This design comes from an exercise in tuning for small area, a short achievable clock period and few clock cycles per item on the open sky130 flow, not from production work. The RTL was checked by simulation tests, not by an equivalence proof against the original design.

==> flow/design.v (excerpt) <==
module zmt_tile_decoder (
    input  wire        clk,
    input  wire        rst,
    input  wire        pal_we,
    input  wire [3:0]  pal_idx,
    input  wire [31:0] pal_data,
    input  wire        in_valid,
    output reg         in_ready,
    input  wire [7:0]  in_byte,
    input  wire [1:0]  in_mode,
    output reg         out_valid,
    input  wire        out_ready,
    output reg  [31:0] out_pixel,
    output reg         out_last
);
    localparam LAT = 465;             
    reg [31:0] pal [0:15];
    always @(posedge clk) begin
        if (pal_we)
            pal[pal_idx] <= pal_data;
    end
    reg [1:0]  icnt;
    reg [9:0]  ie0, ie1;
    wire       in_fire = in_valid && in_ready;
    wire       ipop;                  
    wire       ihave = (icnt != 2'd0);
    always @(posedge clk) begin
        if ((icnt == 2'd0) || (icnt == 2'd1 && ipop) || (icnt == 2'd2 && ipop))
            ie0 <= (icnt == 2'd2) ? ie1 : {in_mode, in_byte};
  ...
Size: ~7,700 cells after synthesis.
Settings: LEC_CHECK=0, CAP_MARGIN=20, CORE_MARGIN=2, CORE_UTILIZATION=65, CTS_CLUSTER_DIAMETER=100, CTS_CLUSTER_SIZE=25, GPL_TIMING_DRIVEN=0, SLEW_MARGIN=20, SYNTH_MEMORY_MAX_BITS=8192; clock period 20.0 ns.
standard.sh (not shown) runs the stock make flow with config.mk's settings and CLKGATE_MAP_FILE= SYNTH_SCRIPT=/design/flow/synth_recipe.tcl, a recipe that flattens the netlist after the stock synthesis.
==> flow/flow/run.sh <==
#!/bin/bash
# The standard layout, with these changes to how it is made:
#  - timing repair is asked to leave a setup margin, so that the period the
#    layout achieves is optimised, not only the 20 ns constraint;
#  - the port buffers that the standard flow inserts are buf_4 cells;
#  - if the routed layout still has an antenna violation, the layout is made
#    again from scratch at another placement density (at most three tries).
# Each try's output goes to standard_<density>.log; the ORFS logs of the
# last try are under orfs/logs.
set -uo pipefail
export SETUP_SLACK_MARGIN=14.5
export BUFFER_PORTS_ARGS="-inputs -outputs -buffer_cell sky130_fd_sc_hd__buf_4"
ant=orfs/reports/${FLOW_PLATFORM}/zmt_tile_decoder/base/drt_antennas.log
for d in 0.69 0.72 0.75; do
  rm -rf orfs out/final.def
  export PLACE_DENSITY=$d
  if bash standard.sh > standard_$d.log 2>&1 && [[ -f out/final.def ]]; then
    if ! grep -q '^Net:' "$ant" 2>/dev/null; then
      exit 0
    fi
    echo "density $d: antenna violations left, trying again" >> tries.log
  else
    echo "density $d: flow failed, trying again" >> tries.log
  fi
done
[[ -f out/final.def ]]
Testbench counts at the start, summed over its fixed seeds: cycles 69,312, tiles 64.
Rerun with:
==> flow/flow/run.sh (replaced) <==
#!/bin/bash
# The standard layout, with two changes to how it is made:
#  - timing repair is asked to leave a setup margin, so that the period the
#    layout achieves is optimised, not only the 20 ns constraint;
#  - the port buffers that the standard flow inserts are buf_4 cells.
set -euo pipefail
export SETUP_SLACK_MARGIN=14.5
export BUFFER_PORTS_ARGS="-inputs -outputs -buffer_cell sky130_fd_sc_hd__buf_4"
bash standard.sh > standard.log 2>&1
GPL_TIMING_DRIVEN = unset   (was 0)
PLACE_DENSITY = 0.72   (was unset)
What happened:
- This time the run completed and failed the layout checks on antenna rules
- fmax falls by 0.95%
- cell count came out lower by 1.9%
- worst setup slack loses 0.052 ns
- design area goes down by 1.5%
- first-iteration DRC count grows by 3.7%
- global-route usage went down by 1.2 points
Rerun with:
==> flow/flow/run.sh (replaced) <==
#!/bin/bash
# The standard layout, with these changes to how it is made:
#  - timing repair is asked to leave a setup margin, so that the period the
#    layout achieves is optimised, not only the 20 ns constraint;
#  - the port buffers that the standard flow inserts are buf_4 cells;
#  - if the routed layout still has an antenna violation, the layout is made
#    again from scratch at another placement density (at most three tries).
# Each try's output goes to standard_<density>.log; the ORFS logs of the
# last try are under orfs/logs.
set -uo pipefail
export SETUP_SLACK_MARGIN=14.5
export BUFFER_PORTS_ARGS="-inputs -outputs -buffer_cell sky130_fd_sc_hd__buf_4"
ant=orfs/reports/${FLOW_PLATFORM}/zmt_tile_decoder/base/drt_antennas.log
for d in 0.72 0.69 0.75; do
  rm -rf orfs out/final.def
  export PLACE_DENSITY=$d
  if bash standard.sh > standard_$d.log 2>&1 && [[ -f out/final.def ]]; then
    if ! grep -q '^Net:' "$ant" 2>/dev/null; then
      exit 0
    fi
    echo "density $d: antenna violations left, trying again" >> tries.log
  else
    echo "density $d: flow failed, trying again" >> tries.log
  fi
done
[[ -f out/final.def ]]
PLACE_DENSITY = unset   (was 0.72)
After rerunning: The changed run ran to the end with no violations; worst hold slack degrades by 0.0095 ns; global-route usage went down by 1.1 points; fmax is lower by 1.1%; core utilization hardly moves; via count shrinks by 0.53%; area after synthesis is unchanged.

==> separate check: timing with driven ports <==
Ports are ideal in the flow. The routed layouts listed here were re-timed in OpenROAD. Step 1 sets driving cells, clkbuf_16 on the clock port and buf_2 on the other inputs (assumed; they add their load-dependent delay and slew). Step 2 adds t to the input delays and takes it off the output delays; t is the mean of the earliest and latest rising clock arrival at the registers after step 1. Input paths then give back, and output paths get back, about the clock's delay inside the block. a / b / c = ideal / step 1 / step 2; a / b = the first two.
run	shift t [ns]	setup WS [ns]	hold slack, ns	cell pins on the clock port's net
the first run	0.983	14.580 / 14.480 / 13.762	0.397 / 0.397 / 0.397	1
the second run	0.950	14.528 / 14.434 / 14.151	0.401 / 0.401 / 0.401	1
the third run	0.958	14.468 / 14.376 / 14.184	0.392 / 0.392 / 0.392	1
The setup slack of the first run, which loses most, moves by -0.100 ns with the drivers and by -0.818 ns with both steps.
